Context: an optimization exercise on an open-source flow, tuned for small area, a short achievable clock period and few clock cycles. The choices shown serve that exercise and are no tape-out recipe. In this exercise RTL edits were held to simulation tests only and were not proved equivalent to the original. Power is estimated from default activity; no workload was simulated.

--- design/flow/config.mk ---
export PLATFORM = sky130hd
export DESIGN_NAME = frm_unpack
export DESIGN_NICKNAME = frm_unpack
export VERILOG_FILES = /design/flow/design.v
export SDC_FILE = /design/flow/constraint.sdc
export NUM_CORES = 4
export LEC_CHECK = 0
export CAP_MARGIN = 20
export CORE_MARGIN = 2
export CORE_UTILIZATION = 45
export CTS_CLUSTER_SIZE = 30
export PLACE_DENSITY = 0.65
export SLEW_MARGIN = 20
export SYNTH_HIERARCHICAL = 1
--- design/flow/constraint.sdc ---
create_clock -name core_clock -period 10.0 [get_ports {clk}]
set_input_delay 2.0000 -clock core_clock [delete_from_list [all_inputs] [get_ports {clk}]]
set_output_delay 2.0000 -clock core_clock [all_outputs]
set_load 0.01 [all_outputs]
--- design/flow/design.v ---
module crc16_x2 (
    input  wire a,
    input  wire b,
    output wire y
);
    assign y = a ^ b;
endmodule
module crc16_frame (
    input  wire [63:0] d,
    input  wire [7:0]  en,
    input  wire [15:0] x,
    output wire [15:0] y
);
    wire [15:0] xc = x ^ 16'hF1B3;
    wire b1_0;
    wire b1_2;
    wire b1_3;
    wire b2_1;
    wire p_0;
    wire m0_0;
    wire b1_4;
    wire b1_5;
    wire b2_2;
    wire b1_6;
    wire b1_7;
    wire b2_3;
    wire b3_1;
    wire m1_1;
    wire b1_9;
    wire b1_10;
    wire b1_11;
    wire b2_5;
    wire p_1;
    wire p_2;
    wire m2_2;
    wire b1_12;
    wire b1_13;
    wire b2_6;
    wire b1_14;
    wire b1_15;
    wire b2_7;
    wire b3_3;
    wire m3_3;
    wire m5_4;
    wire p_3;
    wire p_4;
    wire p_5;
    wire m6_5;
    wire p_6;
    wire p_7;
    wire p_8;
    wire m7_6;
    wire r0_9;
    wire r0_10;
    wire r0_11;
    wire r0_12;
    wire r0_13;
    wire r0_14;
    wire p_15;
    wire p_16;
    wire m0_7;
    wire p_17;
    wire p_18;
    wire m2_8;
    wire p_19;
    wire p_20;
    wire m3_9;
    wire m5_10;
    wire p_21;
    wire p_22;
    wire p_23;
    wire m6_11;
    wire b1_30;
    wire p_24;
    wire p_25;
    wire m7_12;
    wire r1_26;
    wire r1_27;
    wire r1_28;
    wire r1_29;
    wire r1_30;
    wire r1_31;
    wire b1_1;
    wire b2_0;
    wire m0_13;
    wire m1_14;
    wire m2_15;
    wire m3_16;
    wire m5_17;
    wire b1_31;
    wire b2_15;
    wire m7_18;
    wire r2_32;
    wire r2_33;
    wire r2_34;
    wire r2_35;
    wire r2_36;
    wire p_37;
    wire m0_19;
    wire m1_20;
    wire m2_21;
    wire p_38;
    wire m3_22;
    wire m5_23;
    wire p_39;
    wire m7_24;
    wire r3_40;
    wire r3_41;
    wire r3_42;
    wire r3_43;
    wire r3_44;
    wire m0_25;
    wire p_45;
    wire m1_26;
    wire m3_27;
    wire m5_28;
    wire b1_29;
    wire p_46;
    wire m7_29;
    wire r4_47;
    wire r4_48;
    wire r4_49;
    wire r4_50;
    wire m0_30;
    wire p_51;
    wire m1_31;
    wire p_52;
    wire m3_32;
    wire m5_33;
    wire p_53;
    wire p_54;
    wire m7_34;
    wire r5_55;
    wire r5_56;
    wire r5_57;
    wire r5_58;
    wire p_59;
    wire m1_35;
    wire m3_36;
    wire m5_37;
    wire b1_28;
    wire b2_14;
    wire b3_7;
    wire m7_38;
    wire r6_60;
    wire r6_61;
    wire r6_62;
    wire p_63;
    wire m1_39;
    wire p_64;
    wire m3_40;
    wire m5_41;
    wire m6_42;
    wire r7_65;
    wire r7_66;
    wire r7_67;
    wire r7_68;
    wire p_69;
    wire m1_43;
    wire m3_44;
    wire m4_45;
    wire b1_27;
    wire m6_46;
    wire r8_70;
    wire r8_71;
    wire r8_72;
    wire r8_73;
    wire p_74;
    wire m1_47;
    wire m2_48;
    wire m3_49;
    wire m4_50;
    wire p_75;
    wire m6_51;
    wire r9_76;
    wire r9_77;
    wire r9_78;
    wire r9_79;
    wire r9_80;
    wire m0_52;
    wire m1_53;
    wire m2_54;
    wire m4_55;
    wire b1_26;
    wire b2_13;
    wire m6_56;
    wire r10_81;
    wire r10_82;
    wire r10_83;
    wire r10_84;
    wire r10_85;
    wire m0_57;
    wire m1_58;
    wire p_86;
    wire m2_59;
    wire m4_60;
    wire p_87;
    wire m6_61;
    wire r11_88;
    wire r11_89;
    wire r11_90;
    wire r11_91;
    wire r11_92;
    wire p_93;
    wire m0_62;
    wire m2_63;
    wire m4_64;
    wire b1_25;
    wire p_94;
    wire m6_65;
    wire r12_95;
    wire r12_96;
    wire r12_97;
    wire r12_98;
    wire p_99;
    wire m0_66;
    wire p_100;
    wire m2_67;
    wire m4_68;
    wire p_101;
    wire p_102;
    wire m6_69;
    wire r13_103;
    wire r13_104;
    wire r13_105;
    wire r13_106;
    wire p_107;
    wire m0_70;
    wire m2_71;
    wire m4_72;
    wire b1_24;
    wire b2_12;
    wire b3_6;
    wire m6_73;
    wire p_108;
    wire p_109;
    wire m7_74;
    wire r14_110;
    wire r14_111;
    wire r14_112;
    wire r14_113;
    wire p_114;
    wire p_115;
    wire p_116;
    wire m0_75;
    wire b1_8;
    wire p_117;
    wire p_118;
    wire m2_76;
    wire m4_77;
    wire p_119;
    wire p_120;
    wire p_121;
    wire m7_78;
    wire r15_122;
    wire r15_123;
    wire r15_124;
    wire r15_125;
    wire r15_126;
    wire r15_127;
    crc16_x2 g0 (.a(d[63]), .b(d[62]), .y(b1_0));
    crc16_x2 g1 (.a(d[59]), .b(d[58]), .y(b1_2));
    crc16_x2 g2 (.a(d[57]), .b(d[56]), .y(b1_3));
    crc16_x2 g3 (.a(b1_2), .b(b1_3), .y(b2_1));
    crc16_x2 g4 (.a(b1_0), .b(b2_1), .y(p_0));
    assign m0_0 = ~(p_0 & en[7]);
    crc16_x2 g5 (.a(d[55]), .b(d[54]), .y(b1_4));
    crc16_x2 g6 (.a(d[53]), .b(d[52]), .y(b1_5));
    crc16_x2 g7 (.a(b1_4), .b(b1_5), .y(b2_2));
    crc16_x2 g8 (.a(d[51]), .b(d[50]), .y(b1_6));
    crc16_x2 g9 (.a(d[49]), .b(d[48]), .y(b1_7));
    crc16_x2 g10 (.a(b1_6), .b(b1_7), .y(b2_3));
    crc16_x2 g11 (.a(b2_2), .b(b2_3), .y(b3_1));
    assign m1_1 = ~(b3_1 & en[6]);
    crc16_x2 g12 (.a(d[45]), .b(d[44]), .y(b1_9));
    crc16_x2 g13 (.a(d[43]), .b(d[42]), .y(b1_10));
    crc16_x2 g14 (.a(d[41]), .b(d[40]), .y(b1_11));
    crc16_x2 g15 (.a(b1_10), .b(b1_11), .y(b2_5));
    crc16_x2 g16 (.a(d[47]), .b(b1_9), .y(p_1));
    crc16_x2 g17 (.a(b2_5), .b(p_1), .y(p_2));
    assign m2_2 = ~(p_2 & en[5]);
    crc16_x2 g18 (.a(d[39]), .b(d[38]), .y(b1_12));
    crc16_x2 g19 (.a(d[37]), .b(d[36]), .y(b1_13));
    crc16_x2 g20 (.a(b1_12), .b(b1_13), .y(b2_6));
    crc16_x2 g21 (.a(d[35]), .b(d[34]), .y(b1_14));
    crc16_x2 g22 (.a(d[33]), .b(d[32]), .y(b1_15));
    crc16_x2 g23 (.a(b1_14), .b(b1_15), .y(b2_7));
    crc16_x2 g24 (.a(b2_6), .b(b2_7), .y(b3_3));
    assign m3_3 = ~(b3_3 & en[4]);
    assign m5_4 = ~(d[16] & en[2]);
    crc16_x2 g25 (.a(d[14]), .b(d[12]), .y(p_3));
    crc16_x2 g26 (.a(d[10]), .b(d[8]), .y(p_4));
    crc16_x2 g27 (.a(p_3), .b(p_4), .y(p_5));
    assign m6_5 = ~(p_5 & en[1]);
    crc16_x2 g28 (.a(d[6]), .b(d[4]), .y(p_6));
    crc16_x2 g29 (.a(d[2]), .b(d[1]), .y(p_7));
    crc16_x2 g30 (.a(p_6), .b(p_7), .y(p_8));
    assign m7_6 = ~(p_8 & en[0]);
    crc16_x2 g31 (.a(m5_4), .b(m6_5), .y(r0_9));
    crc16_x2 g32 (.a(m7_6), .b(m0_0), .y(r0_10));
    crc16_x2 g33 (.a(m1_1), .b(m2_2), .y(r0_11));
    crc16_x2 g34 (.a(m3_3), .b(r0_9), .y(r0_12));
    crc16_x2 g35 (.a(r0_10), .b(r0_11), .y(r0_13));
    crc16_x2 g36 (.a(r0_12), .b(xc[0]), .y(r0_14));
    crc16_x2 g37 (.a(r0_13), .b(r0_14), .y(y[0]));
    crc16_x2 g38 (.a(d[63]), .b(d[60]), .y(p_15));
    crc16_x2 g39 (.a(p_15), .b(b2_1), .y(p_16));
    assign m0_7 = ~(p_16 & en[7]);
    crc16_x2 g40 (.a(d[46]), .b(b1_9), .y(p_17));
    crc16_x2 g41 (.a(b2_5), .b(p_17), .y(p_18));
    assign m2_8 = ~(p_18 & en[5]);
    crc16_x2 g42 (.a(d[33]), .b(b1_14), .y(p_19));
    crc16_x2 g43 (.a(b2_6), .b(p_19), .y(p_20));
    assign m3_9 = ~(p_20 & en[4]);
    assign m5_10 = ~(d[17] & en[2]);
    crc16_x2 g44 (.a(d[15]), .b(d[13]), .y(p_21));
    crc16_x2 g45 (.a(d[11]), .b(d[9]), .y(p_22));
    crc16_x2 g46 (.a(p_21), .b(p_22), .y(p_23));
    assign m6_11 = ~(p_23 & en[1]);
    crc16_x2 g47 (.a(d[3]), .b(d[2]), .y(b1_30));
    crc16_x2 g48 (.a(d[7]), .b(d[5]), .y(p_24));
    crc16_x2 g49 (.a(b1_30), .b(p_24), .y(p_25));
    assign m7_12 = ~(p_25 & en[0]);
    crc16_x2 g50 (.a(m5_10), .b(m6_11), .y(r1_26));
    crc16_x2 g51 (.a(m7_12), .b(m0_7), .y(r1_27));
    crc16_x2 g52 (.a(m1_1), .b(m2_8), .y(r1_28));
    crc16_x2 g53 (.a(m3_9), .b(r1_26), .y(r1_29));
    crc16_x2 g54 (.a(r1_27), .b(r1_28), .y(r1_30));
    crc16_x2 g55 (.a(r1_29), .b(xc[1]), .y(r1_31));
    crc16_x2 g56 (.a(r1_30), .b(r1_31), .y(y[1]));
    crc16_x2 g57 (.a(d[61]), .b(d[60]), .y(b1_1));
    crc16_x2 g58 (.a(b1_0), .b(b1_1), .y(b2_0));
    assign m0_13 = ~(b2_0 & en[7]);
    assign m1_14 = ~(d[48] & en[6]);
    assign m2_15 = ~(d[46] & en[5]);
    assign m3_16 = ~(b1_15 & en[4]);
    assign m5_17 = ~(d[18] & en[2]);
    crc16_x2 g59 (.a(d[1]), .b(d[0]), .y(b1_31));
    crc16_x2 g60 (.a(b1_30), .b(b1_31), .y(b2_15));
    assign m7_18 = ~(b2_15 & en[0]);
    crc16_x2 g61 (.a(m0_13), .b(m1_14), .y(r2_32));
    crc16_x2 g62 (.a(m2_15), .b(m3_16), .y(r2_33));
    crc16_x2 g63 (.a(m5_17), .b(m7_18), .y(r2_34));
    crc16_x2 g64 (.a(r2_32), .b(r2_33), .y(r2_35));
    crc16_x2 g65 (.a(r2_34), .b(r2_35), .y(r2_36));
    crc16_x2 g66 (.a(xc[2]), .b(r2_36), .y(y[2]));
    crc16_x2 g67 (.a(d[61]), .b(b1_0), .y(p_37));
    assign m0_19 = ~(p_37 & en[7]);
    assign m1_20 = ~(d[49] & en[6]);
    assign m2_21 = ~(d[47] & en[5]);
    crc16_x2 g68 (.a(d[34]), .b(d[33]), .y(p_38));
    assign m3_22 = ~(p_38 & en[4]);
    assign m5_23 = ~(d[19] & en[2]);
    crc16_x2 g69 (.a(d[4]), .b(b2_15), .y(p_39));
    assign m7_24 = ~(p_39 & en[0]);
    crc16_x2 g70 (.a(m0_19), .b(m1_20), .y(r3_40));
    crc16_x2 g71 (.a(m2_21), .b(m3_22), .y(r3_41));
    crc16_x2 g72 (.a(m5_23), .b(m7_24), .y(r3_42));
    crc16_x2 g73 (.a(r3_40), .b(r3_41), .y(r3_43));
    crc16_x2 g74 (.a(r3_42), .b(r3_43), .y(r3_44));
    crc16_x2 g75 (.a(xc[3]), .b(r3_44), .y(y[3]));
    assign m0_25 = ~(b1_0 & en[7]);
    crc16_x2 g76 (.a(d[50]), .b(d[48]), .y(p_45));
    assign m1_26 = ~(p_45 & en[6]);
    assign m3_27 = ~(b1_14 & en[4]);
    assign m5_28 = ~(d[20] & en[2]);
    crc16_x2 g77 (.a(d[5]), .b(d[4]), .y(b1_29));
    crc16_x2 g78 (.a(b1_29), .b(b2_15), .y(p_46));
    assign m7_29 = ~(p_46 & en[0]);
    crc16_x2 g79 (.a(m0_25), .b(m1_26), .y(r4_47));
    crc16_x2 g80 (.a(m3_27), .b(m5_28), .y(r4_48));
    crc16_x2 g81 (.a(m7_29), .b(r4_47), .y(r4_49));
    crc16_x2 g82 (.a(r4_48), .b(r4_49), .y(r4_50));
    crc16_x2 g83 (.a(xc[4]), .b(r4_50), .y(y[4]));
    assign m0_30 = ~(d[63] & en[7]);
    crc16_x2 g84 (.a(d[51]), .b(d[49]), .y(p_51));
    assign m1_31 = ~(p_51 & en[6]);
    crc16_x2 g85 (.a(d[36]), .b(d[35]), .y(p_52));
    assign m3_32 = ~(p_52 & en[4]);
    assign m5_33 = ~(d[21] & en[2]);
    crc16_x2 g86 (.a(d[6]), .b(b1_29), .y(p_53));
    crc16_x2 g87 (.a(b2_15), .b(p_53), .y(p_54));
    assign m7_34 = ~(p_54 & en[0]);
    crc16_x2 g88 (.a(m0_30), .b(m1_31), .y(r5_55));
    crc16_x2 g89 (.a(m3_32), .b(m5_33), .y(r5_56));
    crc16_x2 g90 (.a(m7_34), .b(r5_55), .y(r5_57));
    crc16_x2 g91 (.a(r5_56), .b(r5_57), .y(r5_58));
    crc16_x2 g92 (.a(xc[5]), .b(r5_58), .y(y[5]));
    crc16_x2 g93 (.a(d[52]), .b(d[50]), .y(p_59));
    assign m1_35 = ~(p_59 & en[6]);
    assign m3_36 = ~(b1_13 & en[4]);
    assign m5_37 = ~(d[22] & en[2]);
    crc16_x2 g94 (.a(d[7]), .b(d[6]), .y(b1_28));
    crc16_x2 g95 (.a(b1_28), .b(b1_29), .y(b2_14));
    crc16_x2 g96 (.a(b2_14), .b(b2_15), .y(b3_7));
    assign m7_38 = ~(b3_7 & en[0]);
    crc16_x2 g97 (.a(m1_35), .b(m3_36), .y(r6_60));
    crc16_x2 g98 (.a(m5_37), .b(m7_38), .y(r6_61));
    crc16_x2 g99 (.a(r6_60), .b(r6_61), .y(r6_62));
    crc16_x2 g100 (.a(xc[6]), .b(r6_62), .y(y[6]));
    crc16_x2 g101 (.a(d[53]), .b(d[51]), .y(p_63));
    assign m1_39 = ~(p_63 & en[6]);
    crc16_x2 g102 (.a(d[38]), .b(d[37]), .y(p_64));
    assign m3_40 = ~(p_64 & en[4]);
    assign m5_41 = ~(d[23] & en[2]);
    assign m6_42 = ~(d[8] & en[1]);
    crc16_x2 g103 (.a(m1_39), .b(m3_40), .y(r7_65));
    crc16_x2 g104 (.a(m5_41), .b(m6_42), .y(r7_66));
    crc16_x2 g105 (.a(m7_38), .b(r7_65), .y(r7_67));
    crc16_x2 g106 (.a(r7_66), .b(r7_67), .y(r7_68));
    crc16_x2 g107 (.a(xc[7]), .b(r7_68), .y(y[7]));
    crc16_x2 g108 (.a(d[54]), .b(d[52]), .y(p_69));
    assign m1_43 = ~(p_69 & en[6]);
    assign m3_44 = ~(b1_12 & en[4]);
    assign m4_45 = ~(d[24] & en[3]);
    crc16_x2 g109 (.a(d[9]), .b(d[8]), .y(b1_27));
    assign m6_46 = ~(b1_27 & en[1]);
    crc16_x2 g110 (.a(m1_43), .b(m3_44), .y(r8_70));
    crc16_x2 g111 (.a(m4_45), .b(m6_46), .y(r8_71));
    crc16_x2 g112 (.a(m7_38), .b(r8_70), .y(r8_72));
    crc16_x2 g113 (.a(r8_71), .b(r8_72), .y(r8_73));
    crc16_x2 g114 (.a(xc[8]), .b(r8_73), .y(y[8]));
    crc16_x2 g115 (.a(d[55]), .b(d[53]), .y(p_74));
    assign m1_47 = ~(p_74 & en[6]);
    assign m2_48 = ~(d[40] & en[5]);
    assign m3_49 = ~(d[39] & en[4]);
    assign m4_50 = ~(d[25] & en[3]);
    crc16_x2 g116 (.a(d[10]), .b(b1_27), .y(p_75));
    assign m6_51 = ~(p_75 & en[1]);
    crc16_x2 g117 (.a(m1_47), .b(m2_48), .y(r9_76));
    crc16_x2 g118 (.a(m3_49), .b(m4_50), .y(r9_77));
    crc16_x2 g119 (.a(m6_51), .b(m7_38), .y(r9_78));
    crc16_x2 g120 (.a(r9_76), .b(r9_77), .y(r9_79));
    crc16_x2 g121 (.a(r9_78), .b(r9_79), .y(r9_80));
    crc16_x2 g122 (.a(xc[9]), .b(r9_80), .y(y[9]));
    assign m0_52 = ~(d[56] & en[7]);
    assign m1_53 = ~(d[54] & en[6]);
    assign m2_54 = ~(b1_11 & en[5]);
    assign m4_55 = ~(d[26] & en[3]);
    crc16_x2 g123 (.a(d[11]), .b(d[10]), .y(b1_26));
    crc16_x2 g124 (.a(b1_26), .b(b1_27), .y(b2_13));
    assign m6_56 = ~(b2_13 & en[1]);
    crc16_x2 g125 (.a(m0_52), .b(m1_53), .y(r10_81));
    crc16_x2 g126 (.a(m2_54), .b(m4_55), .y(r10_82));
    crc16_x2 g127 (.a(m6_56), .b(m7_38), .y(r10_83));
    crc16_x2 g128 (.a(r10_81), .b(r10_82), .y(r10_84));
    crc16_x2 g129 (.a(r10_83), .b(r10_84), .y(r10_85));
    crc16_x2 g130 (.a(xc[10]), .b(r10_85), .y(y[10]));
    assign m0_57 = ~(d[57] & en[7]);
    assign m1_58 = ~(d[55] & en[6]);
    crc16_x2 g131 (.a(d[42]), .b(d[41]), .y(p_86));
    assign m2_59 = ~(p_86 & en[5]);
    assign m4_60 = ~(d[27] & en[3]);
    crc16_x2 g132 (.a(d[12]), .b(b2_13), .y(p_87));
    assign m6_61 = ~(p_87 & en[1]);
    crc16_x2 g133 (.a(m0_57), .b(m1_58), .y(r11_88));
    crc16_x2 g134 (.a(m2_59), .b(m4_60), .y(r11_89));
    crc16_x2 g135 (.a(m6_61), .b(m7_38), .y(r11_90));
    crc16_x2 g136 (.a(r11_88), .b(r11_89), .y(r11_91));
    crc16_x2 g137 (.a(r11_90), .b(r11_91), .y(r11_92));
    crc16_x2 g138 (.a(xc[11]), .b(r11_92), .y(y[11]));
    crc16_x2 g139 (.a(d[58]), .b(d[56]), .y(p_93));
    assign m0_62 = ~(p_93 & en[7]);
    assign m2_63 = ~(b1_10 & en[5]);
    assign m4_64 = ~(d[28] & en[3]);
    crc16_x2 g140 (.a(d[13]), .b(d[12]), .y(b1_25));
    crc16_x2 g141 (.a(b1_25), .b(b2_13), .y(p_94));
    assign m6_65 = ~(p_94 & en[1]);
    crc16_x2 g142 (.a(m0_62), .b(m2_63), .y(r12_95));
    crc16_x2 g143 (.a(m4_64), .b(m6_65), .y(r12_96));
    crc16_x2 g144 (.a(m7_38), .b(r12_95), .y(r12_97));
    crc16_x2 g145 (.a(r12_96), .b(r12_97), .y(r12_98));
    crc16_x2 g146 (.a(xc[12]), .b(r12_98), .y(y[12]));
    crc16_x2 g147 (.a(d[59]), .b(d[57]), .y(p_99));
    assign m0_66 = ~(p_99 & en[7]);
    crc16_x2 g148 (.a(d[44]), .b(d[43]), .y(p_100));
    assign m2_67 = ~(p_100 & en[5]);
    assign m4_68 = ~(d[29] & en[3]);
    crc16_x2 g149 (.a(d[14]), .b(b1_25), .y(p_101));
    crc16_x2 g150 (.a(b2_13), .b(p_101), .y(p_102));
    assign m6_69 = ~(p_102 & en[1]);
    crc16_x2 g151 (.a(m0_66), .b(m2_67), .y(r13_103));
    crc16_x2 g152 (.a(m4_68), .b(m6_69), .y(r13_104));
    crc16_x2 g153 (.a(m7_38), .b(r13_103), .y(r13_105));
    crc16_x2 g154 (.a(r13_104), .b(r13_105), .y(r13_106));
    crc16_x2 g155 (.a(xc[13]), .b(r13_106), .y(y[13]));
    crc16_x2 g156 (.a(d[60]), .b(d[58]), .y(p_107));
    assign m0_70 = ~(p_107 & en[7]);
    assign m2_71 = ~(b1_9 & en[5]);
    assign m4_72 = ~(d[30] & en[3]);
    crc16_x2 g157 (.a(d[15]), .b(d[14]), .y(b1_24));
    crc16_x2 g158 (.a(b1_24), .b(b1_25), .y(b2_12));
    crc16_x2 g159 (.a(b2_12), .b(b2_13), .y(b3_6));
    assign m6_73 = ~(b3_6 & en[1]);
    crc16_x2 g160 (.a(d[1]), .b(b1_30), .y(p_108));
    crc16_x2 g161 (.a(b2_14), .b(p_108), .y(p_109));
    assign m7_74 = ~(p_109 & en[0]);
    crc16_x2 g162 (.a(m0_70), .b(m2_71), .y(r14_110));
    crc16_x2 g163 (.a(m4_72), .b(m6_73), .y(r14_111));
    crc16_x2 g164 (.a(m7_74), .b(r14_110), .y(r14_112));
    crc16_x2 g165 (.a(r14_111), .b(r14_112), .y(r14_113));
    crc16_x2 g166 (.a(xc[14]), .b(r14_113), .y(y[14]));
    crc16_x2 g167 (.a(d[61]), .b(d[58]), .y(p_114));
    crc16_x2 g168 (.a(b1_0), .b(b1_3), .y(p_115));
    crc16_x2 g169 (.a(p_114), .b(p_115), .y(p_116));
    assign m0_75 = ~(p_116 & en[7]);
    crc16_x2 g170 (.a(d[47]), .b(d[46]), .y(b1_8));
    crc16_x2 g171 (.a(d[44]), .b(b1_8), .y(p_117));
    crc16_x2 g172 (.a(b2_5), .b(p_117), .y(p_118));
    assign m2_76 = ~(p_118 & en[5]);
    assign m4_77 = ~(d[31] & en[3]);
    crc16_x2 g173 (.a(d[7]), .b(d[5]), .y(p_119));
    crc16_x2 g174 (.a(d[3]), .b(b1_31), .y(p_120));
    crc16_x2 g175 (.a(p_119), .b(p_120), .y(p_121));
    assign m7_78 = ~(p_121 & en[0]);
    crc16_x2 g176 (.a(m4_77), .b(m6_11), .y(r15_122));
    crc16_x2 g177 (.a(m0_75), .b(m1_1), .y(r15_123));
    crc16_x2 g178 (.a(m2_76), .b(m3_3), .y(r15_124));
    crc16_x2 g179 (.a(m7_78), .b(r15_122), .y(r15_125));
    crc16_x2 g180 (.a(r15_123), .b(r15_124), .y(r15_126));
    crc16_x2 g181 (.a(r15_125), .b(xc[15]), .y(r15_127));
    crc16_x2 g182 (.a(r15_126), .b(r15_127), .y(y[15]));
endmodule
module crc16_fwd (
    input  wire [15:0] c,
    input  wire [2:0]  k1,
    output reg  [15:0] y
);
    function [15:0] fwd_bytes;
        input [15:0] v;
        input integer nb;
        integer i;
        begin
            fwd_bytes = v;
            for (i = 0; i < 8 * nb; i = i + 1)
                fwd_bytes = fwd_bytes[15] ? ({fwd_bytes[14:0], 1'b0} ^ 16'h8005)
                                          : {fwd_bytes[14:0], 1'b0};
        end
    endfunction
    always @(*) begin
        y = fwd_bytes(c, 1);
        if (k1[0]) y = fwd_bytes(y, 1);
        if (k1[1]) y = fwd_bytes(y, 2);
        if (k1[2]) y = fwd_bytes(y, 4);
    end
endmodule
module crc16_inv8 (
    input  wire [15:0] c,
    output reg  [15:0] y
);
    integer i;
    always @(*) begin
        y = c;
        for (i = 0; i < 8; i = i + 1)
            y = y[0] ? ({1'b1, y[15:1]} ^ 16'h4002) : {1'b0, y[15:1]};
    end
endmodule
module frm_unpack (
    input  wire        clk,
    input  wire        rst,
    input  wire        start,
    input  wire [7:0]  exp_ft,
    input  wire [7:0]  exp_sub,
    input  wire [15:0] exp_cmd,      
    input  wire [7:0]  exp_dlen,
    input  wire [8:0]  nframes,
    output wire        idle,
    input  wire        fr_valid,
    output wire        fr_ready,
    input  wire [28:0] fr_id,
    input  wire [3:0]  fr_len,
    input  wire [63:0] fr_data,      
    output reg         pb_valid,
    output reg  [3:0]  pb_count,
    output reg  [63:0] pb_data,      
    output wire        done,
    output wire [7:0]  status,
    output wire [7:0]  subcode,
    output wire [8:0]  diag_frame,
    output wire [15:0] diag_exp,
    output wire [15:0] diag_act
);
    localparam [7:0] RESPONDER_ID = 8'h01;
    localparam [2:0] ST_OK       = 3'd0;
    localparam [2:0] ST_FRAMING  = 3'd2;
    localparam [2:0] ST_CHECKSUM = 3'd3;
    localparam [2:0] ST_HEADER   = 3'd4;
    localparam [2:0] FE_FCNT      = 3'd1;
    localparam [2:0] FE_FTYPE     = 3'd2;
    localparam [2:0] FE_SRC       = 3'd3;
    localparam [2:0] FE_DST       = 3'd4;
    localparam [2:0] FE_NO_FRAMES = 3'd5;
    localparam [2:0] FE_BAD_LEN   = 3'd6;
    localparam [2:0] FE_TOO_SHORT = 3'd7;
    localparam [2:0] HE_FRAME_TYPE = 3'd1;
    localparam [2:0] HE_COMMAND_ID = 3'd2;
    localparam [2:0] HE_LENGTH     = 3'd3;
    reg        busy;         
    reg        fin;          
    reg        fin_x;        
    reg        fin2;         
    reg        chk;          
    reg        hdr_pend;     
    reg        act;          
    reg        fh;           
    reg        cz;           
    reg [7:0]  op_ft;
    reg [7:0]  op_sub;
    reg [15:0] op_cmd;
    reg [7:0]  op_dlen;
    reg        op_multi;     
    reg [8:0]  idx;          
    reg [8:0]  rem;          
    reg [15:0] hold;         
    reg [2:0]  acc;          
    reg [15:0] crc;          
    reg [2:0]  fwd_k1;       
    reg [2:0]  crc_k1;       
    reg        first;        
    reg [3:0]  cnt;          
    reg [7:0]  crc_z;        
    reg [2:0]  res_st;
    reg [2:0]  res_sub;
    reg [15:0] res_exp;
    reg [15:0] res_act;
    reg        ft_ne, cmd_hi_ne, cmd_lo_ne, dlen_ne;    
    assign status     = {5'd0, res_st};
    assign subcode    = {5'd0, res_sub};
    assign diag_frame = idx;
    assign diag_exp   = chk ? (crc ^ hold) : res_exp;
    assign diag_act   = chk ? hold : res_act;
    wire [7:0] id_src   = fr_id[28:21];
    wire [7:0] id_dst   = fr_id[20:13];
    wire       id_ftype = fr_id[12];
    wire [7:0] id_fcnt  = fr_id[11:4];
    wire bad_fcnt  = ({1'b0, id_fcnt} != rem);
    wire bad_ftype = (id_ftype != op_multi);
    wire bad_src   = (id_src != RESPONDER_ID);
    wire bad_dst   = (id_dst != op_sub);
    wire len_ok    = (fr_len[3] == 1'b0) ? (fr_len[2:0] != 3'd0) : (fr_len[2:0] == 3'd0);
    wire chk_err   = bad_fcnt | bad_ftype | bad_src | bad_dst | ~len_ok;
    reg [2:0]  chk_sub;
    reg [15:0] chk_exp;
    reg [7:0]  chk_act;
    always @(*) begin
        if (bad_fcnt) begin
            chk_sub = FE_FCNT;
            chk_exp = {7'd0, rem};
            chk_act = id_fcnt;
        end else if (bad_ftype) begin
            chk_sub = FE_FTYPE;
            chk_exp = {15'd0, op_multi};
            chk_act = {7'd0, id_ftype};
        end else if (bad_src) begin
            chk_sub = FE_SRC;
            chk_exp = {8'd0, RESPONDER_ID};
            chk_act = id_src;
        end else if (bad_dst) begin
            chk_sub = FE_DST;
            chk_exp = {8'd0, op_sub};
            chk_act = id_dst;
        end else begin
            chk_sub = FE_BAD_LEN;
            chk_exp = 16'd8;
            chk_act = {4'd0, fr_len};
        end
    end
    wire take = busy & fr_valid;
    wire [7:0] byte_en;
    frm_en u_en (.busy(busy), .len(fr_len), .en(byte_en));
    wire [15:0] crc_moved, crc_back, crc_base, crc_next;
    crc16_fwd  u_fwd (.c(crc), .k1(fwd_k1), .y(crc_moved));
    crc16_inv8 u_inv (.c(crc), .y(crc_back));
    wire        fin_fwd = crc_k1[2] & crc_k1[1];               
    wire        fin_as  = crc_k1 == 3'd5;                      
    wire        use_moved = busy ? ~first : (fin & fin_fwd);
    wire [15:0] crc_other = busy ? 16'h0000 : (fin & fin_as) ? crc : crc_back;
    crc16_sel u_sel (.s(use_moved), .a(crc_moved), .b(crc_other), .y(crc_base));
    crc16_frame u_frame (.d(fr_data), .en(byte_en), .x(crc_base), .y(crc_next));
    wire [79:0] cat = {hold, fr_data};
    reg [15:0] hold_next;
    always @(*) begin
        case (fr_len[2:0])
        3'd1: hold_next = cat[71:56];
        3'd2: hold_next = cat[63:48];
        3'd3: hold_next = cat[55:40];
        3'd4: hold_next = cat[47:32];
        3'd5: hold_next = cat[39:24];
        3'd6: hold_next = cat[31:16];
        3'd7: hold_next = cat[23:8];
        default: hold_next = cat[15:0];
        endcase
    end
    wire [4:0] acc_sum  = {2'd0, acc} + {1'b0, fr_len};
    wire cap1, cap2, cap3, pb_in;
    frm_pos u_pos (.len(fr_len), .acc(acc), .cap1(cap1), .cap2(cap2), .cap3(cap3),
                   .pb_in(pb_in));
    wire a6 = (acc == 3'd6);
    wire       one_byte = (acc == 3'd0) & (fr_len[2:0] == 3'd1);
    wire [2:0] acc_next = (acc_sum > 5'd6) ? 3'd6 : acc_sum[2:0];
    wire [2:0] pb_skip = 3'd6 - acc;
    function [7:0] cbyte;
        input [79:0] c;
        input integer i;
        begin
            cbyte = c[79 - 8 * i -: 8];
        end
    endfunction
    reg [63:0] pb_shift;
    integer b;
    always @(*) begin
        for (b = 0; b < 8; b = b + 1) begin
            case (pb_skip)
            3'd0: pb_shift[63-8*b -: 8] = cbyte(cat, b);
            3'd1: pb_shift[63-8*b -: 8] = cbyte(cat, (b + 1 > 7) ? 7 : b + 1);
            3'd2: pb_shift[63-8*b -: 8] = cbyte(cat, (b + 2 > 7) ? 7 : b + 2);
            3'd3: pb_shift[63-8*b -: 8] = cbyte(cat, (b + 3 > 7) ? 7 : b + 3);
            3'd4: pb_shift[63-8*b -: 8] = cbyte(cat, (b + 4 > 7) ? 7 : b + 4);
            3'd5: pb_shift[63-8*b -: 8] = cbyte(cat, (b + 5 > 7) ? 7 : b + 5);
            default: pb_shift[63-8*b -: 8] = cbyte(cat, (b + 6 > 7) ? 7 : b + 6);
            endcase
        end
    end
    wire [4:0] pb_num = {1'b0, fr_len} - {2'd0, pb_skip};
    wire pb_has = len_ok & pb_in;
    function [7:0] fbyte;
        input [63:0] d;
        input [2:0]  i;
        begin
            fbyte = d[63 - 8 * i -: 8];
        end
    endfunction
    wire [7:0] h_ft   = fr_data[63:56];
    wire [7:0] h_cmd1 = fbyte(fr_data, 3'd1 - acc);
    wire [7:0] h_cmd2 = fbyte(fr_data, 3'd2 - acc);
    wire [7:0] h_dlen = fbyte(fr_data, 3'd3 - acc);
    reg [2:0]  hdr_st, hdr_sub;
    reg [15:0] hdr_exp, hdr_act;
    always @(*) begin
        hdr_st  = ST_HEADER;
        hdr_exp = 16'd0;
        hdr_act = 16'd0;
        if (acc < 3'd3 || ft_ne) begin
            hdr_sub = HE_FRAME_TYPE;
            hdr_exp = {8'd0, op_ft};
            hdr_act = (acc < 3'd3) ? 16'd0 : {8'd0, res_exp[15:8]};
        end else if (acc < 3'd5 || cmd_hi_ne || cmd_lo_ne) begin
            hdr_sub = HE_COMMAND_ID;
            hdr_exp = op_cmd;
            hdr_act = (acc < 3'd5) ? 16'd0 : res_act;
        end else if (acc < 3'd6 || dlen_ne) begin
            hdr_sub = HE_LENGTH;
            hdr_exp = {8'd0, op_dlen};
            hdr_act = (acc < 3'd6) ? 16'd0 : {8'd0, res_exp[7:0]};
        end else begin
            hdr_st  = ST_OK;
            hdr_sub = 3'd0;
        end
    end
    wire crc_ok   = &crc_z;
    wire hdr_fire = hdr_pend & ~fin_x & (fin | (acc == 3'd6));
    assign done = fin_x | fin2 | cz | (fh & crc_ok);
    assign idle = ~act | done;
    assign fr_ready = busy;
    always @(posedge clk) begin
        if (fr_valid | ~busy)
            crc <= crc_next;
        crc_z <= ~(crc_next[15:8] | crc_next[7:0]);
        if (take) begin
            first  <= 1'b0;
            hold   <= hold_next;
            acc    <= acc_next;
            crc_k1 <= fr_len[2:0] - 3'd1;
            fwd_k1 <= (rem == 9'd0) ? {2'b00, fr_len[3]} : fr_len[2:0] - 3'd1;
        end else if (idle & start) begin
            first  <= 1'b1;
            acc    <= 3'd0;
        end
        if (fin | chk)
            cnt <= fin ? (crc_k1[2] ? 4'd0 : 4'd4 - {1'b0, crc_k1})
                       : (cnt - 4'd1);
    end
    always @(posedge clk) begin
        pb_count <= pb_num[3:0];
        pb_data  <= pb_shift;
    end
    always @(posedge clk) begin
        if (take) begin
            if (acc == 3'd0) begin
                res_exp[15:8] <= h_ft;
                ft_ne         <= (h_ft != op_ft);
            end
            if (cap1) begin
                res_act[15:8] <= h_cmd1;
                cmd_hi_ne     <= (h_cmd1 != op_cmd[15:8]);
            end
            if (cap2) begin
                res_act[7:0]  <= h_cmd2;
                cmd_lo_ne     <= (h_cmd2 != op_cmd[7:0]);
            end
            if (cap3) begin
                res_exp[7:0]  <= h_dlen;
                dlen_ne       <= (h_dlen != op_dlen);
            end
        end
        if (hdr_fire) begin
            res_st  <= hdr_st;
            res_sub <= hdr_sub;
            res_exp <= hdr_exp;
            res_act <= hdr_act;
        end
        if (fin & ~fin_x & ~crc_ok) begin
            res_st  <= ST_CHECKSUM;
            res_sub <= 3'd0;
        end
        if (take & chk_err) begin
            res_st  <= ST_FRAMING;
            res_sub <= chk_sub;
            res_exp <= chk_exp;
            res_act <= {8'd0, chk_act};
        end else if (take & (rem == 9'd0) & one_byte) begin
            res_st  <= ST_FRAMING;
            res_sub <= FE_TOO_SHORT;
            res_exp <= 16'd2;
            res_act <= 16'd1;
        end
        if (idle & start) begin
            res_st  <= ST_FRAMING;
            res_sub <= FE_NO_FRAMES;
            res_exp <= 16'd1;
            res_act <= 16'd0;
        end
    end
    always @(posedge clk) begin
        if (rst) begin
            busy     <= 1'b0;
            fin      <= 1'b0;
            fin_x    <= 1'b0;
            fin2     <= 1'b0;
            chk      <= 1'b0;
            act      <= 1'b0;
            fh       <= 1'b0;
            cz       <= 1'b0;
            pb_valid <= 1'b0;
        end else begin
            act <= (idle & start) | (act & ~done);
            fh  <= take & ~chk_err & (rem == 9'd0) & ~one_byte & ~(hdr_pend & ~a6);
            cz  <= chk ? (cnt == 4'd1)
                       : (fin & ~fin_x & ~crc_ok & crc_k1[2]);    
            pb_valid <= take & pb_has;
            if (fin & ~fin_x & ~crc_ok)
                chk <= 1'b1;
            else if (done)
                chk <= 1'b0;
            fin2  <= fin & ~fin_x & crc_ok & hdr_pend;
            fin   <= 1'b0;
            fin_x <= 1'b0;
            if (hdr_fire)
                hdr_pend <= 1'b0;
            if (idle & start) begin
                hdr_pend <= 1'b1;
                if (nframes == 9'd0) begin
                    fin   <= 1'b1;
                    fin_x <= 1'b1;
                end else begin
                    busy  <= 1'b1;
                end
            end else if (take) begin
                if (chk_err) begin
                    busy  <= 1'b0;
                    fin   <= 1'b1;
                    fin_x <= 1'b1;
                end else if (rem == 9'd0) begin
                    busy  <= 1'b0;
                    fin   <= 1'b1;
                    fin_x <= one_byte;
                end
            end
            if (~busy) begin
                op_ft    <= exp_ft;
                op_sub   <= exp_sub;
                op_cmd   <= exp_cmd;
                op_dlen  <= exp_dlen;
                op_multi <= (nframes > 9'd1);
                idx      <= 9'd0;
                rem      <= nframes - 9'd1;
            end else if (take) begin
                if (~first)
                    idx <= idx + 9'd1;
                rem <= rem - 9'd1;
            end
        end
    end
endmodule
module crc16_sel (
    input  wire        s,
    input  wire [15:0] a,
    input  wire [15:0] b,
    output wire [15:0] y
);
    assign y = s ? a : b;
endmodule
module frm_en (
    input  wire       busy,
    input  wire [3:0] len,
    output wire [7:0] en
);
    wire [2:0] ln = len[2:0];
    assign en = {
        busy,                                            
        busy & (len[3] | ln[2] | ln[1]),                 
        busy & (len[3] | ln[2] | (ln[1] & ln[0])),       
        busy & (len[3] | ln[2]),                         
        busy & (len[3] | (ln[2] & (ln[1] | ln[0]))),     
        busy & (len[3] | (ln[2] & ln[1])),               
        busy & (len[3] | (ln[2] & ln[1] & ln[0])),       
        busy & len[3] & (ln == 3'd0)                     
    };
endmodule
module frm_pos (
    input  wire [3:0] len,
    input  wire [2:0] acc,
    output wire       cap1,      
    output wire       cap2,      
    output wire       cap3,      
    output wire       pb_in      
);                               
    wire [2:0] ln = len[2:0];
    wire [6:0] gt = {
        len[3],
        len[3] | (ln[2] & ln[1] & ln[0]),
        len[3] | (ln[2] & ln[1]),
        len[3] | (ln[2] & (ln[1] | ln[0])),
        len[3] | ln[2],
        len[3] | ln[2] | (ln[1] & ln[0]),
        len[3] | ln[2] | ln[1]
    };
    wire a0 = (acc == 3'd0), a1 = (acc == 3'd1), a2 = (acc == 3'd2);
    wire a3 = (acc == 3'd3), a4 = (acc == 3'd4), a5 = (acc == 3'd5);
    wire a6 = (acc == 3'd6);
    assign cap1  = (a0 & gt[0]) | a1;
    assign cap2  = (a0 & gt[1]) | (a1 & gt[0]) | a2;
    assign cap3  = (a0 & gt[2]) | (a1 & gt[1]) | (a2 & gt[0]) | a3;
    assign pb_in = a6 | (a5 & gt[0]) | (a4 & gt[1]) | (a3 & gt[2]) |
                   (a2 & gt[3]) | (a1 & gt[4]) | (a0 & gt[5]);
endmodule
--- design/flow/flow/run.sh ---
#!/bin/bash
# Layout flow: the standard flow (standard.sh, ORFS from synthesis to the
# final layout) with these changes:
#  - the port buffers that buffer_ports inserts are sky130_fd_sc_hd__buf_1,
#    and after global placement those of the frame's data, length and valid
#    inputs become sky130_fd_sc_hd__buf_4 (flow/post_gpl.tcl); every port
#    still has its own buffer, and timing repair may resize them,
#  - timing repair aims for more setup slack than the flow settings allow,
#  - and it may resize cells to other footprints (MATCH_CELL_FOOTPRINT=0).
# Each tool's output is kept in ORFS's logs (orfs/logs/...); standard.sh's own
# output goes to standard.log here.
set -euo pipefail
export BUFFER_PORTS_ARGS="-buffer_cell sky130_fd_sc_hd__buf_1"
export POST_GLOBAL_PLACE_TCL="$PWD/flow/post_gpl.tcl"
bash standard.sh SETUP_SLACK_MARGIN=6 MATCH_CELL_FOOTPRINT=0 finish > standard.log 2>&1
--- design/flow/flow/post_gpl.tcl ---
# After global placement: the port buffers of the frame's data, length and
# valid inputs, which fan out widely, become sky130_fd_sc_hd__buf_4 (the
# other ports keep their sky130_fd_sc_hd__buf_1). Every port keeps its own
# buffer.
set n 0
foreach inst [get_cells -quiet input*] {
  if { [get_property $inst ref_name] ne "sky130_fd_sc_hd__buf_1" } { continue }
  set net [get_full_name [get_nets -of_objects [get_pins [get_full_name $inst]/A]]]
  if { [string match "fr_data*" $net] || [string match "fr_len*" $net] || $net eq "fr_valid" } {
    replace_cell $inst sky130_fd_sc_hd__buf_4
    incr n
  }
}
puts "post_gpl.tcl: $n port buffers made sky130_fd_sc_hd__buf_4"
--- design/flow/standard.sh ---
#!/bin/bash
# synth_recipe.tcl (not shown) runs the flow's synth.tcl, then flattens the netlist and writes it again
# the make line also repeats each setting of config.mk as NAME=value (left out here)
make -C /OpenROAD-flow-scripts/flow DESIGN_CONFIG=/design/flow/config.mk WORK_HOME=/design/flow/orfs CLKGATE_MAP_FILE= SYNTH_SCRIPT=/design/flow/synth_recipe.tcl "${@:-finish}"
==> results.yml <==
sta:
  setup_ws_ns: 5.86
  fin_crit_ns: 4.14
  fmax_mhz: 241
  skew_ns: 0.0271
  setup-tns-final_ns: 0
  rsz0062_at_grt: "true"
  slew_headroom_pct: 23.9
  setup_viol: 0
  fin_crit_sh_pct: 41.4
  slew_violations: 0
  worst_slew_pin_slew_ns: 1.14
  hold_viol: 0
power:
  p_leak_nw: 8.79
  powerDensity_nw_per_um2: 423
  irDropWorstVdd_mv: 0.752
floorplanning:
  dieArea_um2: 44400
  dieWidth_um: 211
  core.rowCount: 75
  core_um2: 42000
  die_h_um: 211
  start_util_pct: 45.7
  pin_count: 279
job:
  maxCapViolations: 0
global_route:
  grt_overflow: 0
  grt_pass1_wl_um: 106000
  grt_use_total_pct: 31.5
  grt_start_max_net_pins: 69
  grt_pass1_vias: 17000
  antenna_found_initial: 0
critical_path:
  crit_start: "crc[8]"
  worst-path-max-fanout: 4
  path_class: "flip-flop to flip-flop"
  crit_end: "crc[15]"
  r2r-start: "crc[8]"
  rrSetupSlack_ns: 5.86
  r2r_end: "crc[15]"
  start_kind: "flip-flop"
  cp.arrival_ns: 4.43
  cp.required_ns: 10.29
  reg2regPathDepth: 15
  endpoint_kind: "flip-flop"
placed_design:
  io_buffers: 264
  dp_slack_ns: 4.49
  dp_hpwl_um: 50400
synthesis:
  synth_seq_cells: 233
  synth_commonest_cells: "274 x nand2_1, 247 x xor2_1, 136 x a21oi_1, 131 x nor2_1, 124 x dfxtp_1"
  synth.largest_area_cell: "edfxtp_1"
  synth_area_leaders: "edfxtp_1 17%, dfxtp_1 13%, xor2_1 11%"
  synth_edf_count: 109
  yosysMostFrequentCell: "nand2_1"
  seq_area_frac_synth_pct: 29.9
  synthFlopType: "dfxtp_1"
  netlist_area_um2: 19200
  synth_warnings: 9
  synth.top_cell.area_share_pct: 17.0
  synth.avg_cell_area_um2: 8.92
  postSynth.asyncResetShare_pct: 0
  ys_types: 107
  syn-instance-count: 2155
cts:
  cts_inserted_buffers: 28
  clk_path_buf_depth: 3
  cts_root_buffer: "clkbuf_16"
  clk_pin_slew_ns: 0.06
  cts_tree: "yes"
  ctsHtreeMaxLevel: 1
  clock_latency_ns: 0.58
  cts_sinks: 233
final_layout:
  n_antenna_cell: 0
  fin_nets: 2582
  area_growth_pct: 18.3
  drive_above_1_share_pct: 19.4
drt:
  routed_wl_um: 73300
  firstDrtPassIters: 10
  routed_via_density: 6.23
  wl_per_cell_um: 24.8
  drtIter0Drc: 2727
  ant_nets: 0
  dr_total_vias: 18500
  drc: 0
hold_path:
  hold_path_class: "flip-flop to flip-flop"
run_status:
  outcome: "timing/DRC/antenna clean"
[stage by stage]
step	area, µm²	util [%]	instances	total power (W)	hold slack (ns)
floorplan	19300	-	2164	0.00629	0.429
global placement	20500	48.7	2835	0.00739	0.443
detailed placement	20700	49.3	2835	0.00748	0.445
CTS	22300	53.0	2928	0.00901	0.453
global route	22800	54.1	2961	0.0102	0.468
finish	22800	54.1	2961	0.00962	0.458
[cell usage in the layout, fill, tap and decap left out, types with 11 or more instances in the layout]
master	count
a21oi_1	134
a221oi_1	31
a222oi_1	39
a22o_1	26
a22oi_1	61
a31oi_1	21
buf_1	195
buf_4	187
clkbuf_16	33
dfxtp_1	122
edfxtp_1	109
ha_1	28
inv_1	34
mux2_2	73
mux2_4	14
mux2i_1	48
mux4_2	11
nand2_1	272
nand3_1	41
nor2_1	128
nor3_1	30
nor4_1	15
o21ai_0	72
o22ai_1	20
or3_1	11
xnor2_1	106
xnor2_2	16
xor2_1	242
[layer usage]
| metal | GRT usage, % | wire length [µm] |
|---|---|---|
| met5 | 0 | 0 |
| met4 | 14.6 | 3940 |
| met3 | 5.68 | 8230 |
| met2 | 48.7 | 32100 |
| met1 | 42.7 | 29100 |
[registers in the layout (all words and copies together) (netlist names), 3 cells and up]
register and cells:
pb_data 64, crc 16, hold 16, op_cmd 16, res_act 16, res_exp 16
idx 9, rem 9, crc_z 8, op_dlen 8, op_ft 8, op_sub 8
cnt 4, pb_count 4, acc 3, crc_k1 3, fwd_k1 3, res_st 3
res_sub 3
[layout make-up]
class,instances,area [µm²]
Fill cell,3868,19300
Multi-Input combinational cell,1703,12900
Sequential cell,233,5760
Timing Repair Buffer,394,2320
Clock buffer,42,868
Tap cell,539,674
Inverter,40,161
Clock inverter,10,110
[critical path: stages (launching register included)]
cell and delay (ns):
edfxtp_1 0.54, xnor2_2 0.33, xnor2_2 0.18, xnor3_1 0.41, nor2b_4 0.19, xnor2_4 0.16
xnor3_2 0.41, a21oi_4 0.23, xor2_2 0.22, xnor2_1 0.17, xnor2_1 0.10, mux2i_1 0.31
mux2_4 0.23, inv_2 0.04, xor2_1 0.16, xor2_1 0.18
[kinds of logic after synthesis]
logic type,share of synthesized area (%)
and+or+nand+nor,14.7
AOI/OAI and AO/OA,18.3
xor gates and xnor gates,19.6
DFF,29.9
buffers and inverters,5.61
muxes,9.70
adders and majority gates,2.16
other,0.0195
[modules after synthesis, one instance, submodules excluded]
module / flops+latches / cell area, µm² / cells / copies in the design
crc16_sel: 0 / 249 / 18 / 1
crc16_x2: 0 / 8.76 / 1 / 183
frm_unpack: 233 / 14800 / 1603 / 1
frm_pos: 0 / 115 / 19 / 1
crc16_fwd: 0 / 1740 / 198 / 1
crc16_inv8: 0 / 235 / 23 / 1
crc16_frame: 0 / 398 / 97 / 1
frm_en: 0 / 87.6 / 14 / 1
[timing repair]
action | in CTS | in global routing
gates cloned | 1 | 1
gates resized for setup | 53 | 38
pin swaps | 8 | 25
setup endpoints to repair | 115 | 59
setup buffers | 40 | 31
hold buffers | 0 | 0
[report_power, final]
part | internal [W] | switching, W
Sequential | 0.00121 | 0.000142
Clock | 0.000653 | 0.000431
Combinational | 0.00360 | 0.00358
Total | 0.00547 | 0.00415
[worst min path at each step]
stage | from | end | slack, ns | cells after the start
4_1_cts | res_act[0] | res_act[0] | 0.45 | 2
5_1_grt | res_act[0] | res_act[0] | 0.47 | 2
2_1_floorplan | res_act[0] | res_act[0] | 0.43 | 2
6_report | res_act[0] | res_act[0] | 0.46 | 2
3_5_place_dp | res_act[0] | res_act[0] | 0.45 | 2
3_3_place_gp | res_act[0] | res_act[0] | 0.44 | 2
Testbench counts, summed over its fixed seeds: cycles 12,622.

static timing again, ports no longer ideal:
The results above use ideal ports. As a check the final layout listed here was re-extracted and re-timed, cells and wires unchanged.
Step 1 assumes that a clkbuf_16 drives the clock port and a buf_2 every other input.
Step 2 times the ports against the registers' clock, not the clock port: input delays grow and output delays shrink by t, the midpoint of the rising clock arrivals with the driver on.
Slacks: ideal / step 1 / step 2; pairs: ideal / step 1.
t (ns): 0.621
slack for setup (ns): 5.859 / 5.859 / 5.475
worst register clock-pin slew, ns: 0.07 / 0.07
cell pins on the clock port's net: 1
After both steps this run still meets setup and hold. The setup slack of this run moves by 0.000 ns with the drivers and by -0.384 ns with both steps.
